Background: an optimization exercise with open tools, aiming at small area. Do not read the settings as production practice.
Only simulation tests tie the RTL to the original design; equivalence was not proved.
Power figures rest on the tool's default switching activity, not on a simulated workload.

==> flow/design.v (excerpt) <==
module ipt_block (
    input  wire         clk,
    input  wire         rst,
    input  wire         cmd_valid,
    input  wire [63:0]  cmd_word,
    output wire         cmd_ready,
    input  wire         tick,
    output reg          resp_valid,
    output reg  [31:0]  resp_data,
    output reg          invoke_valid,
    output wire [31:0]  invoke_ref,
    output wire [138:0] irq_en,
    output wire [416:0] irq_pri,
    output wire [3:0]   exc_en,
    output wire [20:0]  exc_pri
);
Size: ~2000 cells after synthesis, about 700 flip-flops, roughly 720 I/O pins, ~0.029 mm^2 of cells after synthesis.
export LEC_CHECK = 0
export CAP_MARGIN = 20
export CORE_MARGIN = 2
export CORE_UTILIZATION = 45
export SLEW_MARGIN = 20
export SYNTH_HIERARCHICAL = 1
create_clock -name core_clock -period 8.0 [get_ports {clk}]
standard.sh (not shown) runs the stock make flow with config.mk's settings and CLKGATE_MAP_FILE= SYNTH_SCRIPT=/design/flow/synth_recipe.tcl, a recipe that flattens the netlist after the stock synthesis.
==> flow/flow/run.sh <==
#!/bin/bash
# Standard ORFS layout (the standard.sh) with these changes: ports are
# buffered with the smallest buffer cell, and clock tree synthesis uses
# clkbuf_8 cells in clusters of at most 14 sinks, with no dummy loads.
set -euo pipefail
bash standard.sh synth > synth_make.log 2>&1
bash standard.sh \
  "BUFFER_PORTS_ARGS=-buffer_cell sky130_fd_sc_hd__buf_1" \
  "CTS_ARGS=-sink_clustering_enable -repair_clock_nets -dont_use_dummy_load -buf_list sky130_fd_sc_hd__clkbuf_8 -sink_clustering_size 14 -sink_clustering_max_diameter 60" \
  finish > layout_make.log 2>&1
The first run went through all stages and came out clean.
==> next run, changes <==
--- a/flow/design.v
+++ b/flow/design.v
@@ -19,15 +19,15 @@
     reg [NIRQ-1:0]   en;
     reg [3*NIRQ-1:0] ipri;
     reg [2:0]        shc;
     reg [20:0]       xpri;
     reg              t_enable, t_inten, t_clksrc, t_count;
     reg [22:0]       rl;           
     reg              rl_v;
-    reg [23:0]       ncur;         
+    reg [23:0]       cur;          
     reg              cur_v;
     reg [31:0]       cb;           
     reg              cb_v;
     reg              gie, gfe, st_pend, bw_poll;
     reg              inv_alt;      
     wire [7:0]  op = cmd_word[63:56];
     wire [7:0]  fa = cmd_word[55:48];
@@ -134,21 +134,15 @@
     always @(posedge clk) begin
         if (rst)
             invoke_valid <= 1'b0;
         else
             invoke_valid <= cb_nz & ((st_pend & gie) | c_dispatch);
         inv_alt <= c_setcb;
     end
-    wire n_inv_alt = ~inv_alt;
-    generate
-        for (gi = 0; gi < 32; gi = gi + 1) begin : g_iref
-            ipt_a22o u_iref (.a1(inv_alt), .a2(resp_data[gi]), .b1(n_inv_alt), .b2(cb[gi]),
-                             .y(invoke_ref[gi]));
-        end
-    endgenerate
+    assign invoke_ref = inv_alt ? resp_data : cb;
     wire [22:0] w5;
     wire [23:0] cq;                
     assign w5[1:0] = fw[1:0];
     assign w5[2]   = fw[2] ^ fw[0];
     assign cq[3]   = fw[2] & fw[0];
     generate
         for (gi = 3; gi < 23; gi = gi + 1) begin : g_add
@@ -162,45 +156,41 @@
                 ipt_o21ai u_c (.a1(~p), .a2(cq[gi]), .b1(~g), .y(cq[gi+1]));
             end
         end
     endgenerate
     wire [22:0] rdec;
     wire [23:0] cdec;
     ipt_dec #(.N(23)) u_rdec (.x(rl),  .d(rdec));
-    ipt_decn #(.N(24)) u_cdec (.xn(ncur), .d(cdec));
-    wire hi_ones  = &ncur[23:2];
-    wire cur_zero = ~cur_v | (hi_ones & ncur[1] & ~ncur[0]);    
-    wire cur_one  = cur_v & hi_ones & ~ncur[1] & ncur[0];       
+    ipt_dec #(.N(24)) u_cdec (.x(cur), .d(cdec));
+    wire hi_zero  = ~(|cur[23:2]);
+    wire cur_zero = ~cur_v | (hi_zero & ~cur[1] & cur[0]);      
+    wire cur_one  = cur_v & hi_zero & cur[1] & ~cur[0];         
     wire c_load   = c_tinit | c_tbusywait;
     wire poll_end = bw_poll & t_count;
     wire c_clear  = c_tdeinit | poll_end;       
     wire exc9     = c_exc & k9;
     wire en_k   = c_tstart ? 1'b1 : (c_tstop ? 1'b0 : t_enable);
     wire ie_k   = exc9 ? c_enexc : t_inten;
     wire keep   = ~(c_load | c_clear);
     wire tk     = tick & en_k & keep;           
     wire expire = tk & cur_one;
     wire cnt_clr = bw_poll | c_load | c_tdeinit | c_tstart | c_tstop | exc9
                  | (c_rdreg & (fa == 8'h50));
     wire ld_rv  = c_load & tick;                
     wire ld_rl  = tk & cur_zero & rl_v;         
     wire ld_dec = tk & ~cur_zero;               
-    wire [23:0] ncur_d;
-    ipt_nand2 u_ncd0 (.a(ld_dec), .b(cdec[0]), .y(ncur_d[0]));
-    generate
-        for (gi = 1; gi < 24; gi = gi + 1) begin : g_ncd
-            ipt_aoi222 u_ncd (.a1(ld_rv), .a2(w5[gi-1]), .b1(ld_rl), .b2(rl[gi-1]),
-                              .c1(ld_dec), .c2(cdec[gi]), .y(ncur_d[gi]));
-        end
-    endgenerate
     always @(posedge clk) begin
         if (c_load)
             rl <= w5;
-        if (ld_rv | ld_rl | ld_dec)
-            ncur <= ncur_d;
+        if (ld_rv)
+            cur <= {w5, 1'b0};
+        else if (ld_rl)
+            cur <= {rl, 1'b0};
+        else if (ld_dec)
+            cur <= cdec;
     end
     always @(posedge clk) begin
         if (rst) begin
             t_enable <= 1'b0;
             t_inten  <= 1'b0;
             t_clksrc <= 1'b0;
             t_count  <= 1'b0;
@@ -950,25 +940,7 @@
 endmodule
 module ipt_nor2 (input wire a, b, output wire y);
     assign y = ~(a | b);
 endmodule
 module ipt_nand2b (input wire an, b, output wire y);
     assign y = ~(~an & b);
 endmodule
-module ipt_decn #(parameter integer N = 8) (input wire [N-1:0] xn, output wire [N-1:0] d);
-    wire [N:0] z;
-    assign d[0] = xn[0];
-    assign z[1] = xn[0];
-    genvar i;
-    generate
-        for (i = 1; i < N; i = i + 1) begin : g_b
-            assign d[i] = ~(xn[i] ^ z[i]);
-            ipt_and2 u_z (.a(z[i]), .b(xn[i]), .y(z[i+1]));
-        end
-    endgenerate
-endmodule
-module ipt_and2 (input wire a, b, output wire y);
-    assign y = a & b;
-endmodule
-module ipt_a22o (input wire a1, a2, b1, b2, output wire y);
-    assign y = (a1 & a2) | (b1 & b2);
-endmodule
Outcome: Via count goes up by 0.85%; die area barely changes; non-clock buffer count came out lower by 11; global-route usage increases by 1.1 points; design area barely changes; clock-buffer cell count does not change; total power barely changes; synthesized area stays flat; setup slack is worse by 0.054 ns; wire length went up by 2.7%; synthesized cell count rises by 2.3%; critical path depth came out lower by 12; clock skew is about the same; cell count increases by 0.44%.

==> separate check: timing with driven ports <==
How much do the figures lean on ideal ports? The routed layouts below were timed once more, with nothing changed but the port constraints. Step 1 assumes that a clkbuf_16 drives the clock port and a buf_2 every other input. Step 2 also shifts input and output timing later by t, the mid clock arrival at the registers, as if the neighbouring blocks saw the same clock. Slacks: no drivers / after step 1 / after step 2; pairs: no drivers / after step 1.
run | t, ns | setup slack, ns | worst setup path after step 2
the first run | 0.764 | 2.549 / 2.501 / 1.737 | input to register
the second run | 0.742 | 2.495 / 2.476 / 1.734 | input to register
After both steps setup and hold are still met in every run listed. The setup slack of the first run, which loses most, moves by -0.048 ns with the drivers and by -0.812 ns with both steps.
